Source: an optimization exercise on an open RTL-to-GDS flow (aim: small area). Production flows keep margins and buffers that such runs may drop.
The RTL was checked by simulation tests, not by an equivalence proof against the original design.
The flow treats the clock pin as an ideal source, which a real chip does not have.
Power and IR drop assume default switching activity.

File: flow/flow/run.sh
#!/bin/bash
# Layout flow: the standard synthesis, then its combinational logic
# re-mapped by ABC with area-oriented scripts, some of them with ABC's deep
# synthesis (the smallest of their results is kept; every register of the standard synthesis is kept as it is: same
# instance, name and cell type), then the standard floorplan-to-finish
# steps, with the port buffers made of the smallest buffer cell and the clock
# tree made by flow/clkbuf.tcl. Each tool writes its full output to a log here.
set -euo pipefail
R=orfs/results/$FLOW_PLATFORM/irtx/base
LIB=$FLOW_HOME/platforms/$FLOW_PLATFORM/lib/sky130_fd_sc_hd__tt_025C_1v80.lib
YOSYS=$(command -v yosys || echo "$FLOW_HOME/../tools/install/yosys/bin/yosys")

# 1. standard synthesis
bash standard.sh synth > synth.log 2>&1
cp $R/1_2_yosys.v std_1_2_yosys.v

# 2. re-map the combinational logic; registers are black boxes
python3 flow/mkmodels.py "$LIB" models.v > mkmodels.log 2>&1
DU=$(sed 's/^/-dont_use /' flow/dont_use.txt | tr '\n' ' ')
resyn() {
  local s=$1 n
  n=$(basename $s .abc)
  "$YOSYS" -l resyn_$n.log -p "read_verilog models.v; read_verilog std_1_2_yosys.v; \
      hierarchy -top $FLOW_TOP; flatten; opt -purge; techmap; opt -purge; \
      abc -script $PWD/$s -liberty $LIB $DU; \
      splitnets; opt_clean -purge; \
      hilomap -singleton -hicell sky130_fd_sc_hd__conb_1 HI -locell sky130_fd_sc_hd__conb_1 LO; \
      insbuf -buf sky130_fd_sc_hd__buf_1 A X; opt_clean -purge; \
      select -module $FLOW_TOP; write_verilog -noattr -nohex -nodec -selected resyn_$n.v; \
      tee -o resyn_$n.stat stat -liberty $LIB" > resyn_$n.out 2>&1 || true
}
# ABC's deep synthesis, with a range of random seeds
mkdir -p abc
cp flow/area*.abc abc/
for seed in $(seq 1 64); do
  printf "strash\n&get -n\n&deepsyn -T 40 -S $seed\n&dch -f\n&nf -a -R 1000\n&put\n" > abc/deep$seed.abc
done
# the scripts run side by side
jobs_max=${NUM_CORES:-4}
for s in abc/*.abc; do
  while (( $(jobs -rp | wc -l) >= jobs_max )); do sleep 1; done
  resyn $s &
done
wait
best=""; best_area=""
for s in abc/*.abc; do
  n=$(basename $s .abc)
  a=$(awk '/Chip area/ {print $NF}' resyn_$n.stat 2>/dev/null || true)
  echo "$n $a" >> resyn_areas.txt
  if [[ -n "$a" ]] && { [[ -z "$best_area" ]] || awk -v x="$a" -v y="$best_area" 'BEGIN{exit !(x < y)}'; }; then
    best=$n; best_area=$a
  fi
done
echo "kept $best $best_area" >> resyn_areas.txt
if [[ -n "$best" ]]; then
  cp resyn_$best.v $R/1_2_yosys.v
  rm -f $R/1_synth.odb $R/1_synth.sdc
fi

# 3. the rest of the standard flow
bash standard.sh "BUFFER_PORTS_ARGS=-buffer_cell sky130_fd_sc_hd__buf_1" \
  "PRE_CTS_TCL=$PWD/flow/clkbuf.tcl" finish > make.log 2>&1
File: flow/flow/area1.abc
strash
balance
 rewrite
 refactor
 balance
 rewrite
 rewrite -z
 balance
 refactor -z
 rewrite -z
 balance
balance
 resub -K 6
 rewrite
 resub -K 6 -N 2
 refactor
 resub -K 8
 balance
 resub -K 8 -N 2
 rewrite
 resub -K 10
 rewrite -z
 resub -K 10 -N 2
 balance
 resub -K 12
 refactor -z
 resub -K 12 -N 2
 rewrite -z
 balance
balance -l
 resub -K 6 -l
 rewrite -l
 resub -K 6 -N 2 -l
 refactor -l
 resub -K 8 -l
 balance -l
 resub -K 8 -N 2 -l
 rewrite -l
 resub -K 10 -l
 rewrite -z -l
 resub -K 10 -N 2 -l
 balance -l
 resub -K 12 -l
 refactor -z -l
 resub -K 12 -N 2 -l
 rewrite -z -l
 balance -l
&get -n
&dch -f
&nf -a -R 1000
&put
File: flow/flow/area2.abc
strash
balance
 rewrite
 refactor
 balance
 rewrite
 rewrite -z
 balance
 refactor -z
 rewrite -z
 balance
balance
 resub -K 6
 rewrite
 resub -K 6 -N 2
 refactor
 resub -K 8
 balance
 resub -K 8 -N 2
 rewrite
 resub -K 10
 rewrite -z
 resub -K 10 -N 2
 balance
 resub -K 12
 refactor -z
 resub -K 12 -N 2
 rewrite -z
 balance
balance -l
 resub -K 6 -l
 rewrite -l
 resub -K 6 -N 2 -l
 refactor -l
 resub -K 8 -l
 balance -l
 resub -K 8 -N 2 -l
 rewrite -l
 resub -K 10 -l
 rewrite -z -l
 resub -K 10 -N 2 -l
 balance -l
 resub -K 12 -l
 refactor -z -l
 resub -K 12 -N 2 -l
 rewrite -z -l
 balance -l
&get -n
&dch -f
&nf -a -R 1000
&put
strash
balance -l
 resub -K 6 -l
 rewrite -l
 resub -K 6 -N 2 -l
 refactor -l
 resub -K 8 -l
 balance -l
 resub -K 8 -N 2 -l
 rewrite -l
 resub -K 10 -l
 rewrite -z -l
 resub -K 10 -N 2 -l
 balance -l
 resub -K 12 -l
 refactor -z -l
 resub -K 12 -N 2 -l
 rewrite -z -l
 balance -l
&get -n
&dch -f
&nf -a -R 1000
&put
File: flow/flow/area3.abc
strash
balance
 rewrite
 refactor
 balance
 rewrite
 rewrite -z
 balance
 refactor -z
 rewrite -z
 balance
balance
 resub -K 6
 rewrite
 resub -K 6 -N 2
 refactor
 resub -K 8
 balance
 resub -K 8 -N 2
 rewrite
 resub -K 10
 rewrite -z
 resub -K 10 -N 2
 balance
 resub -K 12
 refactor -z
 resub -K 12 -N 2
 rewrite -z
 balance
balance -l
 resub -K 6 -l
 rewrite -l
 resub -K 6 -N 2 -l
 refactor -l
 resub -K 8 -l
 balance -l
 resub -K 8 -N 2 -l
 rewrite -l
 resub -K 10 -l
 rewrite -z -l
 resub -K 10 -N 2 -l
 balance -l
 resub -K 12 -l
 refactor -z -l
 resub -K 12 -N 2 -l
 rewrite -z -l
 balance -l
&get -n
&dch
&nf -a -R 1000
&put
File: flow/flow/area4.abc
strash
balance
 rewrite
 refactor
 balance
 rewrite
 rewrite -z
 balance
 refactor -z
 rewrite -z
 balance
balance
 resub -K 6
 rewrite
 resub -K 6 -N 2
 refactor
 resub -K 8
 balance
 resub -K 8 -N 2
 rewrite
 resub -K 10
 rewrite -z
 resub -K 10 -N 2
 balance
 resub -K 12
 refactor -z
 resub -K 12 -N 2
 rewrite -z
 balance
balance -l
 resub -K 6 -l
 rewrite -l
 resub -K 6 -N 2 -l
 refactor -l
 resub -K 8 -l
 balance -l
 resub -K 8 -N 2 -l
 rewrite -l
 resub -K 10 -l
 rewrite -z -l
 resub -K 10 -N 2 -l
 balance -l
 resub -K 12 -l
 refactor -z -l
 resub -K 12 -N 2 -l
 rewrite -z -l
 balance -l
&get -n
&dch -f
&nf -a -R 1000 -E 1000
&put
File: flow/flow/clkbuf.tcl
# Run before CTS: the register clock pins are split by position into NB
# groups; the clock port drives one clock buffer per group, which drives the
# group's clock pins. CTS is then told to leave those nets as they are.
set nb 3
set cell sky130_fd_sc_hd__clkbuf_8
set block [ord::get_db_block]
set clknet [$block findNet clk]
set master [[ord::get_db] findMaster $cell]
set sinks {}
foreach it [$clknet getITerms] {
  set bb [[$it getInst] getBBox]
  lappend sinks [list $it [$bb xMin] [$bb yMin]]
}
set sinks [lsort -integer -index 1 $sinks]
set n [llength $sinks]
set skip [list clk]
for {set g 0} {$g < $nb} {incr g} {
  set lo [expr {$g * $n / $nb}]; set hi [expr {($g + 1) * $n / $nb}]
  set inst [odb::dbInst_create $block $master clkroot_buf_$g]
  set net [odb::dbNet_create $block clk_root_$g]
  $net setSigType CLOCK
  set xs 0; set ys 0
  foreach s [lrange $sinks $lo [expr {$hi - 1}]] {
    set it [lindex $s 0]
    set xs [expr {$xs + [lindex $s 1]}]; set ys [expr {$ys + [lindex $s 2]}]
    $it disconnect
    $it connect $net
  }
  [$inst findITerm A] connect $clknet
  [$inst findITerm X] connect $net
  set k [expr {$hi - $lo}]
  $inst setLocation [expr {$xs / $k}] [expr {$ys / $k}]
  $inst setPlacementStatus PLACED
  lappend skip clk_root_$g
}
puts "clock buffers: $nb x $cell for $n clock pins"
set_cts_config -skip_nets $skip
File: flow/flow/dont_use.txt
sky130_fd_sc_hd__probe_p_8
sky130_fd_sc_hd__probec_p_8
sky130_fd_sc_hd__lpflow_bleeder_1
sky130_fd_sc_hd__lpflow_clkbufkapwr_1
sky130_fd_sc_hd__lpflow_clkbufkapwr_16
sky130_fd_sc_hd__lpflow_clkbufkapwr_2
sky130_fd_sc_hd__lpflow_clkbufkapwr_4
sky130_fd_sc_hd__lpflow_clkbufkapwr_8
sky130_fd_sc_hd__lpflow_clkinvkapwr_1
sky130_fd_sc_hd__lpflow_clkinvkapwr_16
sky130_fd_sc_hd__lpflow_clkinvkapwr_2
sky130_fd_sc_hd__lpflow_clkinvkapwr_4
sky130_fd_sc_hd__lpflow_clkinvkapwr_8
sky130_fd_sc_hd__lpflow_decapkapwr_12
sky130_fd_sc_hd__lpflow_decapkapwr_3
sky130_fd_sc_hd__lpflow_decapkapwr_4
sky130_fd_sc_hd__lpflow_decapkapwr_6
sky130_fd_sc_hd__lpflow_decapkapwr_8
sky130_fd_sc_hd__lpflow_inputiso0n_1
sky130_fd_sc_hd__lpflow_inputiso0p_1
sky130_fd_sc_hd__lpflow_inputiso1n_1
sky130_fd_sc_hd__lpflow_inputiso1p_1
sky130_fd_sc_hd__lpflow_inputisolatch_1
sky130_fd_sc_hd__lpflow_isobufsrc_1
sky130_fd_sc_hd__lpflow_isobufsrc_16
sky130_fd_sc_hd__lpflow_isobufsrc_2
sky130_fd_sc_hd__lpflow_isobufsrc_4
sky130_fd_sc_hd__lpflow_isobufsrc_8
sky130_fd_sc_hd__lpflow_isobufsrckapwr_16
sky130_fd_sc_hd__lpflow_lsbuf_lh_hl_isowell_tap_1
sky130_fd_sc_hd__lpflow_lsbuf_lh_hl_isowell_tap_2
sky130_fd_sc_hd__lpflow_lsbuf_lh_hl_isowell_tap_4
sky130_fd_sc_hd__lpflow_lsbuf_lh_isowell_4
sky130_fd_sc_hd__lpflow_lsbuf_lh_isowell_tap_1
sky130_fd_sc_hd__lpflow_lsbuf_lh_isowell_tap_2
sky130_fd_sc_hd__lpflow_lsbuf_lh_isowell_tap_4
File: flow/flow/mkmodels.py
# Write Verilog functional models of the combinational cells of a liberty
# file, and blackbox stubs of its sequential cells.
import re, sys
lib = open(sys.argv[1]).read()
out = open(sys.argv[2], 'w')
def conv(f):
    f = f.replace('!', '~').replace('*', '&').replace('+', '|')
    # liberty uses space or juxtaposition for AND in some libs; sky130 uses & |
    f = re.sub(r'\)\s*\(', ') & (', f)
    return f
pos = 0
cells = re.finditer(r'\n\s*cell\s*\(\s*"?([\w]+)"?\s*\)\s*\{', lib)
starts = [(m.group(1), m.start()) for m in cells]
for i, (name, st) in enumerate(starts):
    en = starts[i + 1][1] if i + 1 < len(starts) else len(lib)
    body = lib[st:en]
    pins = re.findall(r'\n\s*pin\s*\(\s*"?(\w+)"?\s*\)\s*\{(.*?)\n\s{8}\}', body, re.S)
    seq = re.search(r'\b(ff|latch|statetable)\s*\(', body) is not None
    ins, outs = [], []
    seen = set()
    for pn, pb in pins:
        if pn in seen: continue
        seen.add(pn)
        d = re.search(r'direction\s*:\s*"?(\w+)"?', pb)
        if not d: continue
        fn = re.search(r'\bfunction\s*:\s*"([^"]*)"', pb)
        if d.group(1) == 'input': ins.append(pn)
        elif d.group(1) == 'output': outs.append((pn, fn.group(1) if fn else None))
    if not outs: continue
    ports = ins + [o for o, _ in outs]
    if seq or any(f is None for _, f in outs):
        out.write('(* blackbox *)\nmodule %s(%s);\n' % (name, ', '.join(ports)))
        for p in ins: out.write('  input %s;\n' % p)
        for o, _ in outs: out.write('  output %s;\n' % o)
        out.write('endmodule\n')
    else:
        out.write('module %s(%s);\n' % (name, ', '.join(ports)))
        for p in ins: out.write('  input %s;\n' % p)
        for o, f in outs: out.write('  output %s;\n  assign %s = %s;\n' % (o, o, conv(f)))
        out.write('endmodule\n')
File: flow/standard.sh
#!/bin/bash
# synth_recipe.tcl (not shown) runs the flow's synth.tcl, then flattens the netlist and writes it again
# the make line also repeats each setting of config.mk as NAME=value (left out here)
make -C /OpenROAD-flow-scripts/flow DESIGN_CONFIG=/design/flow/config.mk WORK_HOME=/design/flow/orfs CLKGATE_MAP_FILE= SYNTH_SCRIPT=/design/flow/synth_recipe.tcl "${@:-finish}"
File: flow/config.mk
export PLATFORM = sky130hd
export DESIGN_NAME = irtx
export DESIGN_NICKNAME = irtx
export VERILOG_FILES = /design/flow/design.v
export SDC_FILE = /design/flow/constraint.sdc
export NUM_CORES = 4
export LEC_CHECK = 0
export CAP_MARGIN = 0
export CORE_MARGIN = 2
export CORE_UTILIZATION = 65
export SLEW_MARGIN = 0
File: flow/constraint.sdc
create_clock -name core_clock -period 10.0 [get_ports {clk}]
set_input_delay 2.0000 -clock core_clock [delete_from_list [all_inputs] [get_ports {clk}]]
set_output_delay 2.0000 -clock core_clock [all_outputs]
set_load 0.01 [all_outputs]
File: flow/design.v
module irtx (
    input  wire        clk,
    input  wire        rst,         
    input  wire        cmd_valid,
    input  wire [39:0] cmd_word,
    input  wire [3:0]  trig,
    output wire        ir_out,
    output wire        busy,
    output wire        cmd_ready
);
    reg        bsy;
    reg        s;        
    reg [5:0]  p;        
    reg [31:0] c;
    wire       fr = ~(p[5] & p[4] & ~p[0]);    
    wire [4:0] lt = c[31:27];
    wire       g1 = c[26];   
    wire       tab = c[25];  
    wire lt0 = (lt == 5'd0);
    wire lt1 = (lt == 5'd1);
    assign ir_out    = bsy & ~s & (lt0 | lt[4] | (lt[3] & lt[2] & lt[1]));
    assign busy      = bsy;
    assign cmd_ready = ~bsy;
    wire [7:0]  op = cmd_word[39:32];
    wire        az = (cmd_word[31:16] == 16'd0);
    wire        bz = (cmd_word[15:0] == 16'd0);
    wire        bk = (cmd_word[15:2] == 14'd0);
    wire d_carr  = (op[7:1] == 7'b0001000) & az & ~bz;
    wire d_space = (op == 8'h20) & ~(az & bz);
    wire d_tx    = (op[7:1] == 7'b0011000);
    wire d_sendk = (op == 8'h40) & az & bk;
    wire t_any   = |trig;
    wire [1:0] t_k = trig[0] ? 2'd0 : trig[1] ? 2'd1 : trig[2] ? 2'd2 : 2'd3;
    wire sp    = cmd_valid & d_space;
    wire go    = cmd_valid ? (d_carr | d_space | d_tx | d_sendk) : t_any;
    wire acc   = ~bsy & ~rst & go;
    wire sendk = cmd_valid ? d_sendk : 1'b1;
    wire [1:0] k = cmd_valid ? cmd_word[1:0] : t_k;
    wire frn   = sendk | d_tx;
    wire g1n   = sendk ? (k == 2'd2) : op[0];
    wire [31:0] ld;
    assign ld[1:0]   = k;
    assign ld[6:2]   = cmd_word[6:2];
    assign ld[15:7]  = frn ? (g1n ? 9'd96 : 9'd346) : cmd_word[15:7];
    assign ld[23:16] = cmd_word[23:16];
    assign ld[24]    = d_tx ? cmd_word[7] : cmd_word[24];
    assign ld[25]    = sp ? cmd_word[25] : sendk;
    assign ld[26]    = sp ? cmd_word[26] : g1n;
    assign ld[31:27] = frn ? 5'd0 : cmd_word[31:27];
    wire plain = ~fr & s;
    wire pls   = ~plain;
    wire       b0 = ~fr & (plain | lt1);
    wire [7:0] lo = {1'b0, c[6:0]} - {7'd0, b0};
    wire       b7 = fr ? lt1 : lo[7];
    wire [9:0] hn = {1'b0, c[15:7]} - {9'd0, b7};
    wire       b16 = plain & hn[9];
    wire [11:0] mn = {1'b0, c[26:16]} - {11'd0, b16};
    wire       b27 = pls | mn[11];
    wire [4:0] ln0 = lt - {4'd0, b27};
    wire [4:0] ln  = (pls & lt0) ? (g1 ? 5'd24 : 5'd25) : ln0;
    wire [31:0] dec = {ln, mn[10:0], hn[8:0], lo[6:0]};
    wire zl  = (c[6:1] == 6'd0);
    wire zh  = (c[15:8] == 8'd0);
    wire zm  = (c[26:16] == 11'd0);
    wire fin = fr ? (c[7] & zh & lt1)
                  : (c[0] & zl & ~c[7] & zh & (s ? (zm & lt0) : lt1));
    wire last = g1 ? (s & p[2] & p[0] & ~p[4])
                   : (~s & p[5] & ~p[0]);
    wire nxc = fin & fr & ~last;
    wire [5:0] pn = s ? p : ((g1 & p[4] & p[2] & p[1]) ? 6'd0 : p + 6'd1);
    wire k0 = c[0], k1 = c[1];
    wire [7:0] ta = {k1, 1'b0, k1, 2'b00, ~(k1 & ~k0), 1'b0, k1};
    wire [7:0] tc = {2'b00, k1 & k0, k1, k1 & k0, k1, ~k1, k0 ^ k1};
    wire [7:0] fv = tab ? (p[4] ? tc : ta) : (p[4] ? {c[24], c[6:0]} : c[23:16]);
    wire bit_ = fv[p[2:0]] ^ p[3];
    wire st_ms = p[5];    
    reg [8:0] hk;
    reg [4:0] lk;
    always @(*) begin
        lk = 5'd0;
        if (s) begin
            hk = g1 ? (bit_ ? 9'd48 : 9'd24) : 9'd22;
        end else if (g1) begin
            hk = 9'd24;                   
        end else if (st_ms) begin
            hk = 9'd174; lk = 5'd2;       
        end else if (bit_) begin
            hk = 9'd65;  lk = 5'd22;      
        end else begin
            hk = 9'd22;  lk = 5'd16;      
        end
    end
    always @(posedge clk) begin
        if (rst)
            bsy <= 1'b0;
        else if (acc)
            bsy <= 1'b1;
        else if (fin & ~nxc)
            bsy <= 1'b0;
        if (~bsy) begin
            s  <= sp;
            p  <= {~(g1n & frn), ~(g1n & frn), 3'b111, frn};
            c  <= ld;
        end else begin
            c <= dec;
            if (nxc) begin
                s <= ~s;
                p <= pn;
                c[15:7]  <= hk;
                c[31:27] <= lk;
            end
        end
    end
endmodule
==> Implementation_results.wiki, run 1 <==
{| class="wikitable"
! Metric !! Value
|-
| Outcome || no timing/DRC/antenna violations
|-
| Routed WL per cell || about 16 um
|-
| Net count after synthesis || 358
|-
| Core Util, Final || between 70 and 80%
|-
| Final Hold Vio Count || 0
|-
| Clock slew at the register clock pins of the worst setup and hold paths || 90 ps
|-
| Clock latency of the later-clocked register in the worst-skew pair || roughly 150 ps
|-
| Vertical extent of the die || ~64 um
|-
| Number of antenna cells inserted || 0
|-
| Critical-path cell with the highest stage delay || or4_1
|-
| Required @ worst endpoint || 10030 ps
|-
| Tightest Pin Transition || just over 700 ps
|-
| Peak VDD IR || about 0.00013 V
|-
| Number of antenna violations at the first check in global routing || 0
|-
| Die Area || between 4000 and 5000 um2
|-
| Summed instance area of the synthesized netlist || approximately 2400 um2
|-
| Fraction of layout cells with a size suffix above 1 || under 10%
|-
| Via count || between 2000 and 3000
|-
| Max transition margin || 51.7%
|-
| Per-instance average area after synthesis || 7.56 um2
|-
| Post-CTS setup-driven buffer insertion count || 0
|-
| Part of the cycle the worst path needs || between 60% and 70%
|-
| Count of hold buffers inserted by post-cts repair || 0
|-
| Clock skew after layout || about 9.1 ps
|-
| Total number of placement rows || 21
|-
| Number of setup violations in the final report || 0
|-
| Post-detailed-route via-to-cell ratio || around 6.4
|-
| Maximum Capacitance Violations || 0
|-
| Cell area reported after detailed placement || approximately 2600 um2
|-
| Total of buffers placed on input and output ports || between 40 and 50
|-
| Number of instances in the synthesized netlist || a little over 300
|-
| Post-DP HPWL || just under 5 mm
|-
| Type of destination of the critical path || flip-flop
|-
| Initial core utilization || between 60% and 70%
|-
| Total power density per cell area || between 100 and 150 nW/um2
|-
| Setup crit start kind || flip-flop
|-
| Number of violations reported at the end of detailed-routing iteration 0 || 356
|-
| Path type of the worst min-delay path || reg -> reg
|-
| Data arrival time at the worst-slack endpoint || ~6300 ps
|-
| Final ANT Viol Nets || 0
|-
| Leakage power figure || 0.894 nW
|-
| Number of max-slew violations in the final report || 0
|-
| Design Area, Final || 2640 um2
|-
| Overall fraction of global-route tracks in use || around a third
|-
| RSZ-0062 raised after global routing || false
|-
| Ports placed on the boundary || 50
|-
| Via count of the first global-routing pass || about 2300
|-
| Placer congestion estimate || roughly 0.93
|-
| GR Overflow Total || 0
|-
| Post-layout nets || 413
|-
| Cell chain of the critical path || clkinv_1 -> nor2_1 -> and2_0 -> nand2_1 -> or3_1 -> nor3_1 -> nand2b_1 -> nor3_1 -> nor2_1 -> or2_0 -> or4_1 -> nor4_1 -> nand2b_1 -> or2_0 -> or3_1 -> or3_1 -> nor2_1 -> nor2_1 -> or2_0 -> or3_1 -> a21oi_1 -> o21ai_0
|-
| Global-route wire length before repair || between 10 and 15 mm
|-
| Cells resized by post-CTS repair || 0
|-
| Syn. warnings || 1
|-
| Number of iterations in the first detailed-routing pass || 6
|-
| Total Wirelength || roughly 6.5 mm
|-
| Placeable core area || roughly 3400 um2
|-
| Highest cell delay on the worst timing path || roughly 620 ps
|-
| Worst-path fanout max || 11
|-
| Area grow syn2layout || 12.3%
|-
| Shortest clock period the worst path allows after layout || roughly 6300 ps
|-
| Critical path class || reg -> reg
|-
| Horizontal extent of the die || roughly 64 um
|-
| Setup TNS || 0 ps
|-
| Post-detailed-route DRC marker count || 0
|-
| Largest net degree at the start of global routing || 46
|-
| Max frequency || 0.159 GHz
|}
## flip-flops by register name, indices dropped and copies added (netlist names)
name	cells
p	6
s	1
c	32
bsy	1
## cells in the final DEF, fill, tap and decap left out, types with 7 or more instances in the layout
master and count:
nand3_1 10, clkinv_1 8, buf_1 49, nand2_1 35, a31oi_1 9, or3_1 7, nor3_1 11, nand2b_1 9
xor2_1 7, nor4_1 15, xnor2_1 9, nor2_1 45, o21ai_0 29, a21oi_1 26, dfxtp_1 36
## per-stage QoR
step                      power [mW]  worst slack [ps]  hold WS (ps)  cells
after detailed placement       0.301              3780           512    407
final                          0.371              3700           531    410
after CTS                      0.353              3750           511    410
after global routing           0.389              3030           581    410
after floorplan                0.268              4510           469    311
after global placement         0.298              4130           513    407
## routing by layer
layer	routed length (um)	vias to the layer above	GRT usage, %
met4	124	0	3.99
met5	0	-	0
met2	2980	154	55.9
met1	2740	1198	46.3
li1	-	1259	-
met3	686	15	2.29
## worst max-delay path: cells and delay by family (launching register included)
kind	cells	cell delay, ps
AND/OR/NAND/NOR	19	5230
buffers and inverters	1	150
flip-flops	1	590
AO/OA/AOI/OAI	2	230
## where the power goes
group	internal, mW	switching (mW)	total (mW)
logic	0.0404	0.0514	0.0918
registers	0.182	0.0275	0.209
clock network	0.0277	0.0424	0.0701
## path summary, 6_finish.rpt
| check | from | to | slack, ps | cells after the start |
|---|---|---|---|---|
| setup / recovery | p[4] | c[30] | 3700 | 22 |
| hold / removal | c[15] | c[15] | 530 | 2 |
| setup reg to reg | p[4] | c[30] | 3700 | 22 |
| hold reg to reg | c[15] | c[15] | 530 | 2 |
## area by class of cell
type / count / area [um2]
multi-input cells: 263 / 1480
flip-flops and latches: 40 / 841
fillers: 267 / 773
repair buffers: 50 / 191
well taps: 46 / 57.6
plain buffers: 3 / 41.3
inverters: 8 / 30.0
==> run 2, diff against run 1 <==
--- a/flow/flow/run.sh
+++ b/flow/flow/run.sh
@@ -32,7 +32,7 @@
 # ABC's deep synthesis, with a range of random seeds
 mkdir -p abc
 cp flow/area*.abc abc/
-for seed in $(seq 1 64); do
+for seed in $(seq 1 128); do
   printf "strash\n&get -n\n&deepsyn -T 40 -S $seed\n&dch -f\n&nf -a -R 1000\n&put\n" > abc/deep$seed.abc
 done
 # the scripts run side by side
==> Implementation_results.wiki, run 2 <==
{| class="wikitable"
! Metric !! Value
|-
| Vertical extent of the die || 64.1 um (was 64.2 um)
|-
| Post-detailed-route DRC marker count || 0 (unchanged)
|-
| Total Wirelength || 6.76 mm (was 6.53 mm)
|-
| Post-CTS setup-driven buffer insertion count || 0 (unchanged)
|-
| Placer congestion estimate || 0.899 (was 0.930)
|-
| Via count of the first global-routing pass || 2533 (was 2329)
|-
| Max reg flops || 32 (unchanged)
|-
| Register with the most flip-flops || c (unchanged)
|-
| Most common cell after layout, fill and taps aside || buf_1 (unchanged)
|-
| Leakage power figure || 0.930 nW (was 0.894 nW)
|-
| Net count after synthesis || 361 (was 358)
|-
| Number of iterations in the first detailed-routing pass || 5 (was 6)
|-
| Overall fraction of global-route tracks in use || 33.8% (was 32.5%)
|-
| Routed WL per cell || 16.3 um (was 15.9 um)
|-
| Area grow syn2layout || 12.7% (was 12.3%)
|-
| Initial core utilization || 68.8% (was 68.9%)
|-
| Setup TNS || 0 ps (unchanged)
|-
| Post-DP HPWL || 5.27 mm (was 4.95 mm)
|-
| Count of hold buffers inserted by post-cts repair || 0 (unchanged)
|-
| Max frequency || 0.231 GHz (was 0.159 GHz)
|-
| Tightest Pin Transition || 832 ps (was 721 ps)
|-
| Clock slew at the register clock pins of the worst setup and hold paths || 90 ps (about the same)
|-
| Setup crit start kind || flip-flop (unchanged)
|-
| Syn. warnings || 1 (unchanged)
|-
| Worst-path fanout max || 13 (was 11)
|-
| Peak VDD IR || 0.000102 V (was 0.000130 V)
|-
| Placeable core area || 3420 um2 (unchanged)
|-
| Commonest cells after routing, fill and taps aside || buf_1, nor2_1, nand2_1, dfxtp_1 (was buf_1, nor2_1, dfxtp_1, nand2_1, o21ai_0)
|-
| Per-instance average area after synthesis || 7.48 um2 (was 7.56 um2)
|-
| Part of the cycle the worst path needs || 43.2% (was 63.0%)
|-
| Total of buffers placed on input and output ports || 49 (unchanged)
|-
| Post-layout nets || 417 (was 413)
|-
| GR Overflow Total || 0 (unchanged)
|-
| Final Hold Vio Count || 0 (unchanged)
|-
| Via count || 2708 (was 2626)
|-
| Global-route wire length before repair || 11.4 mm (was 10.9 mm)
|-
| Ports placed on the boundary || 50 (unchanged)
|-
| Number of max-slew violations in the final report || 0 (unchanged)
|-
| Summed instance area of the synthesized netlist || 2350 um2 (about the same)
|-
| Filler cells || 286 (was 267)
|-
| Maximum Capacitance Violations || 0 (unchanged)
|-
| Clock skew after layout || 8.15 ps (was 9.12 ps)
|-
| Post-detailed-route via-to-cell ratio || 6.54 (was 6.40)
|-
| Shortest clock period the worst path allows after layout || 4320 ps (was 6300 ps)
|-
| Required @ worst endpoint || 10020 ps (was 10030 ps)
|-
| Max transition margin || 43.9% (was 51.7%)
|-
| Die Area || 4110 um2 (was 4120 um2)
|-
| Number of antenna violations at the first check in global routing || 0 (unchanged)
|-
| Clock latency of the later-clocked register in the worst-skew pair || 150 ps (about the same)
|-
| Cells resized by post-CTS repair || 0 (unchanged)
|-
| Number of instances in the synthesized netlist || 314 (was 311)
|-
| Largest net degree at the start of global routing || 23 (was 46)
|-
| Outcome || no timing/DRC/antenna violations (unchanged)
|-
| Number of setup violations in the final report || 0 (unchanged)
|-
| Regs by FF count || c (32), p (6) (unchanged)
|-
| Type of destination of the critical path || flip-flop (unchanged)
|-
| Final cell count without fillers || 414 (was 410)
|-
| Path type of the worst min-delay path || reg -> reg (unchanged)
|-
| Number of antenna cells inserted || 0 (unchanged)
|-
| Number of violations reported at the end of detailed-routing iteration 0 || 234 (was 356)
|-
| Total power density per cell area || 135 nW/um2 (was 140 nW/um2)
|-
| Final ANT Viol Nets || 0 (unchanged)
|-
| Data arrival time at the worst-slack endpoint || 4340 ps (was 6340 ps)
|-
| Critical path class || reg -> reg (unchanged)
|-
| Total number of placement rows || 21 (unchanged)
|-
| Placed Instances || 411 (was 407)
|-
| Fraction of layout cells with a size suffix above 1 || 1.36% (was 1.65%)
|-
| Horizontal extent of the die || 64.1 um (was 64.2 um)
|-
| RSZ-0062 raised after global routing || false (unchanged)
|}
-- run 2: per-layer routing --
metal	vias to the layer above	GRT usage (%)	part of all wire [%]
li1	1301	-	-
met1	1244	46.1	42
met2	154	59.6	48
met3	9	2.11	9.7
met4	0	5.85	1.0
met5	-	0	0
-- run 2: metrics by stage --
step / power (mW) / hold WS [ps] / cell area, um2 / worst slack (ps) / util [%]
floorplan: 0.257 / 463 / 2350 / 6110 / -
CTS: 0.340 / 491 / 2650 / 5640 / 77.5
global placement: 0.285 / 482 / 2610 / 5760 / 76.3
detailed placement: 0.288 / 490 / 2610 / 5640 / 76.3
finish: 0.356 / 505 / 2650 / 5680 / 77.5
global route: 0.375 / 535 / 2650 / 5210 / 77.5
-- run 2: worst paths after layout --
kind         start  cells past startpoint  endpoint  slack, ps
max           p[4]                     17     c[31]       5680
min           c[5]                      2      c[5]        510
max reg2reg   p[4]                     17     c[31]       5680
min reg2reg   c[5]                      2      c[5]        510
-- run 2: final cells by class --
| cell class | instances | area, um2 | area share (%) |
|---|---|---|---|
| plain buffers | 3 | 41.3 | 1.56 |
| inverters | 9 | 33.8 | 1.28 |
| multi-input cells | 265 | 1480 | 55.7 |
| flip-flops and latches | 40 | 841 | 31.8 |
| well taps | 46 | 57.6 | 2.17 |
| repair buffers | 51 | 199 | 7.51 |
-- run 2: where the power goes --
group | internal, mW | leakage [nW] | switching (mW)
Sequential | 0.181 | 0.341 | 0.0246
Clock | 0.0276 | 0.0216 | 0.0411
Combinational | 0.0343 | 0.568 | 0.0480
Total | 0.243 | 0.930 | 0.114
-- run 2: critical path, cell delays in order, from the launching register on --
cell,delay (ps)
edfxtp_1,610
nand2_1,160
nor2_1,210
nand2_1,190
a21oi_1,220
nor2b_1,310
nand2_1,140
or2_0,300
nand2_1,100
nand2_1,130
nor3_1,320
nand3_1,190
a21oi_1,400
clkinv_1,130
or3_1,380
o21a_1,190
a21oi_1,120
o211ai_1,90
==> run 3, diff against run 2 <==
--- a/flow/flow/run.sh
+++ b/flow/flow/run.sh
@@ -32,8 +32,8 @@
 # ABC's deep synthesis, with a range of random seeds
 mkdir -p abc
 cp flow/area*.abc abc/
-for seed in $(seq 1 128); do
-  printf "strash\n&get -n\n&deepsyn -T 40 -S $seed\n&dch -f\n&nf -a -R 1000\n&put\n" > abc/deep$seed.abc
+for seed in $(seq 1 8); do
+  printf "strash\n&get -n\n&deepsyn -T 10 -S $seed\n&dch -f\n&nf -a -R 1000\n&put\n" > abc/deep$seed.abc
 done
 # the scripts run side by side
 jobs_max=${NUM_CORES:-4}
==> flow/flow/clkbuf.tcl (replaced) <==
# Run before CTS: the register clock pins are split by position into two
# groups (cut across x or across y, whichever gives the smaller groups); the
# clock port drives one clock buffer per group, placed at the middle of its
# group, which drives the group's clock pins. CTS is then told to leave those
# nets as they are.
set cell sky130_fd_sc_hd__clkbuf_8
set block [ord::get_db_block]
set clknet [$block findNet clk]
set master [[ord::get_db] findMaster $cell]
set sinks {}
foreach it [$clknet getITerms] {
  set bb [[$it getInst] getBBox]
  lappend sinks [list $it [expr {([$bb xMin] + [$bb xMax]) / 2}] [expr {([$bb yMin] + [$bb yMax]) / 2}]]
}
set n [llength $sinks]
proc hpwl {ss} {
  set x0 1e12; set x1 -1e12; set y0 1e12; set y1 -1e12
  foreach s $ss {
    set x [lindex $s 1]; set y [lindex $s 2]
    set x0 [expr {min($x0, $x)}]; set x1 [expr {max($x1, $x)}]
    set y0 [expr {min($y0, $y)}]; set y1 [expr {max($y1, $y)}]
  }
  return [list [expr {$x1 - $x0 + $y1 - $y0}] [expr {($x0 + $x1) / 2}] [expr {($y0 + $y1) / 2}]]
}
set best {}
set bestcost 1e18
foreach idx {1 2} {
  set sorted [lsort -integer -index $idx $sinks]
  set h [expr {$n / 2}]
  set g0 [lrange $sorted 0 [expr {$h - 1}]]
  set g1 [lrange $sorted $h end]
  set cost [expr {max([lindex [hpwl $g0] 0], [lindex [hpwl $g1] 0])}]
  if {$cost < $bestcost} { set bestcost $cost; set best [list $g0 $g1] }
}
set skip [list clk]
set g 0
foreach grp $best {
  set inst [odb::dbInst_create $block $master clkroot_buf_$g]
  set net [odb::dbNet_create $block clk_root_$g]
  $net setSigType CLOCK
  foreach s $grp {
    set it [lindex $s 0]
    $it disconnect
    $it connect $net
  }
  [$inst findITerm A] connect $clknet
  [$inst findITerm X] connect $net
  set c [hpwl $grp]
  $inst setLocation [lindex $c 1] [lindex $c 2]
  $inst setPlacementStatus PLACED
  lappend skip clk_root_$g
  incr g
}
puts "clock buffers: 2 x $cell for $n clock pins, largest group hpwl $bestcost"
set_cts_config -skip_nets $skip
==> Implementation_results.wiki, run 3 <==
{| class="wikitable"
! Metric !! Value
|-
| Outcome || no timing/DRC/antenna violations (unchanged)
|-
| Max frequency || 0.170 GHz (was 0.231 GHz)
|-
| Critical path class || reg -> reg (unchanged)
|-
| Largest net degree at the start of global routing || 46 (was 23)
|-
| Regs by FF count || c (32), p (6) (unchanged)
|-
| GR Overflow Total || 0 (unchanged)
|-
| Number of violations reported at the end of detailed-routing iteration 0 || 229 (was 234)
|-
| Fraction of layout cells with a size suffix above 1 || 0.806% (was 1.36%)
|-
| Total number of placement rows || 21 (unchanged)
|-
| Ports placed on the boundary || 50 (unchanged)
|-
| Clock slew at the register clock pins of the worst setup and hold paths || 120 ps (was 90 ps)
|-
| Commonest cells after routing, fill and taps aside || nor2_1, buf_1, dfxtp_1, nand2_1, a21oi_1 (was buf_1, nor2_1, nand2_1, dfxtp_1)
|-
| Required @ worst endpoint || 10060 ps (was 10020 ps)
|-
| Clock skew after layout || 8.43 ps (was 8.15 ps)
|-
| Net count after synthesis || 367 (was 361)
|-
| Summed instance area of the synthesized netlist || 2380 um2 (was 2350 um2)
|-
| Tightest Pin Transition || 955 ps (was 832 ps)
|-
| Placeable core area || 3420 um2 (unchanged)
|-
| Worst r2r src || c[31] (was p[4])
|-
| Number of iterations in the first detailed-routing pass || 5 (unchanged)
|-
| Via count || 2666 (was 2708)
|-
| Data arrival time at the worst-slack endpoint || 5930 ps (was 4340 ps)
|-
| Final cell count without fillers || 418 (was 414)
|-
| Cell area reported after detailed placement || 2630 um2 (was 2610 um2)
|-
| Die Area || 4160 um2 (was 4110 um2)
|-
| Number of antenna cells inserted || 0 (unchanged)
|-
| Overall fraction of global-route tracks in use || 32.9% (was 33.8%)
|-
| Logic depth of the worst register-to-register path || 20 (was 17)
|-
| Number of antenna violations at the first check in global routing || 0 (unchanged)
|-
| Type of destination of the critical path || flip-flop (unchanged)
|-
| Worst-path fanout max || 6 (was 13)
|-
| RSZ-0062 raised after global routing || false (unchanged)
|-
| Setup TNS || 0 ps (unchanged)
|-
| Number of instances on the worst hold path || 2 (unchanged)
|-
| Max transition margin || 35.7% (was 43.9%)
|-
| Via count of the first global-routing pass || 2377 (was 2533)
|-
| Post-CTS setup-driven buffer insertion count || 0 (unchanged)
|-
| Part of the cycle the worst path needs || 58.7% (was 43.2%)
|-
| Per-instance average area after synthesis || 7.43 um2 (was 7.48 um2)
|-
| Vertical extent of the die || 64.5 um (was 64.1 um)
|-
| Maximum Capacitance Violations || 0 (unchanged)
|-
| Filler cells || 263 (was 286)
|-
| Clock latency of the later-clocked register in the worst-skew pair || 170 ps (was 150 ps)
|-
| R2R Path End || c[30] (was c[31])
|-
| Initial core utilization || 69.6% (was 68.8%)
|-
| Peak VDD IR || 0.0000737 V (was 0.000102 V)
|-
| Post-layout nets || 421 (was 417)
|-
| Placer congestion estimate || 0.928 (was 0.899)
|-
| Area grow syn2layout || 11.6% (was 12.7%)
|-
| Setup crit start kind || flip-flop (unchanged)
|-
| Global-route wire length before repair || 11.0 mm (was 11.4 mm)
|-
| Register with the most flip-flops || c (unchanged)
|-
| Number of setup violations in the final report || 0 (unchanged)
|-
| Total Wirelength || 6.62 mm (was 6.76 mm)
|-
| Worst Hold End || c[16] (was c[5])
|-
| Path type of the worst min-delay path || reg -> reg (unchanged)
|-
| Number of instances in the synthesized netlist || 320 (was 314)
|-
| Placed Instances || 416 (was 411)
|-
| Reg2reg setup slack || 4130 ps (was 5680 ps)
|-
| Leakage power figure || 0.935 nW (was 0.930 nW)
|-
| Most common cell after layout, fill and taps aside || nor2_1 (was buf_1)
|-
| Routed WL per cell || 15.8 um (was 16.3 um)
|-
| Count of hold buffers inserted by post-cts repair || 0 (unchanged)
|-
| Horizontal extent of the die || 64.5 um (was 64.1 um)
|-
| Design Area, Final || 2660 um2 (was 2650 um2)
|-
| Hold path start || c[16] (was c[5])
|-
| Max reg flops || 32 (unchanged)
|-
| Post-detailed-route DRC marker count || 0 (unchanged)
|-
| Final Hold Vio Count || 0 (unchanged)
|-
| Total of buffers placed on input and output ports || 49 (unchanged)
|-
| Total power density per cell area || 135 nW/um2 (about the same)
|-
| Post-detailed-route via-to-cell ratio || 6.38 (was 6.54)
|-
| Number of max-slew violations in the final report || 0 (unchanged)
|-
| Syn. warnings || 1 (unchanged)
|-
| Sequential cell area || 841 um2 (unchanged)
|-
| Shortest clock period the worst path allows after layout || 5870 ps (was 4320 ps)
|-
| Cells resized by post-CTS repair || 0 (unchanged)
|-
| Area of the multi-input gates || 1510 um2 (was 1480 um2)
|-
| Post-DP HPWL || 5.14 mm (was 5.27 mm)
|-
| Final ANT Viol Nets || 0 (unchanged)
|}
-- run 3: cell types whose count changed in the layout (fill, tap and decap cells not counted), moves of 4 or more --
cell	previous run	this run
nor2_1	41	52
a31oi_1	18	8
nor4_1	10	17
a221oi_1	6	0
xor2_1	3	9
a21oi_1	23	28
nor3_1	15	10
nand2_1	36	32
-- run 3: layout make-up --
type | instances | share of cell area, %
Sequential cell | 40 | 31.7
Inverter | 8 | 1.13
Buffer | 2 | 1.04
Tap cell | 46 | 2.17
Timing Repair Buffer | 50 | 7.21
Multi-Input combinational cell | 272 | 56.8
-- run 3: how the worst max path moves through the flow --
stage / start / end / slack (ps)
floorplan: c[31] / c[30] / 5010
global placement: c[31] / c[30] / 4490
detailed placement: c[31] / c[30] / 4210
CTS: c[31] / c[30] / 4180
global route: c[29] / c[30] / 3620
finish: c[31] / c[30] / 4130
-- run 3: where the power goes --
part | internal, mW | switching, mW
combinational | 0.0384 | 0.0533
sequential | 0.181 | 0.0254
clock | 0.0188 | 0.0414
total | 0.238 | 0.120
-- run 3: critical path: stages, from the launching register on --
cell and delay (ps):
dfxtp_1 360, nor4_1 660, a21oi_1 210, nor4_1 580, nand2_1 210, nor2_1 140, nor2_1 60, or2_0 320
nor4_1 430, nand2b_1 190, nor3_1 280, nand2b_1 140, or2_0 280, or3_1 390, or3_1 370, nor2_1 150
nor2_1 80, or2_0 290, or3_1 350, a21oi_1 170, o21ai_0 90
-- run 3: routing by layer --
layer | wire length (um) | share of wire (%) | vias up | track usage (%)
li1 | - | - | 1305 | -
met1 | 2810 | 42 | 1182 | 44.0
met2 | 3130 | 47 | 161 | 60.0
met3 | 559 | 8.4 | 18 | 1.39
met4 | 122 | 1.8 | 0 | 5.59
met5 | 0 | 0 | - | 0
-- run 3: through the flow --
step / setup slack (ps) / utilization, % / hold WS, ps / total power, mW
floorplan: 5010 / - / 472 / 0.267
global placement: 4490 / 76.9 / 496 / 0.296
detailed placement: 4210 / 76.9 / 497 / 0.298
CTS: 4180 / 77.7 / 497 / 0.342
global route: 3620 / 77.7 / 552 / 0.378
finish: 4130 / 77.7 / 518 / 0.358

-- static timing again, ports no longer ideal --
How much do the figures lean on ideal ports? The routed layouts below were timed once more, with nothing changed but the port constraints. Step 1, drivers: a clkbuf_16 drives clk and a buf_2 each remaining input, both assumed. Step 2, shift: input delay + t, output delay - t, t = (earliest + latest rising clock arrival at the registers) / 2. This alone moves slack from input paths to output paths. Slacks: ideal ports / drivers / drivers and shift; pairs: ideal ports / drivers.
| run | t, ns | setup slack, ns | latest minus earliest clock arrival (ns) | worst data-port slew with drivers (ns) |
|---|---|---|---|---|
| run 1 | 0.196 | 3.698 / 3.698 / 3.698 | 0.009 / 0.009 | 0.03 |
| run 2 | 0.194 | 5.676 / 5.677 / 5.534 | 0.008 / 0.008 | 0.04 |
| run 3 | 0.207 | 4.130 / 4.130 / 4.130 | 0.008 / 0.008 | 0.03 |
After both steps setup and hold are still met in every run listed. For run 2, which loses most, drivers alone change the setup slack by +0.001 ns; drivers and shift together by -0.142 ns.
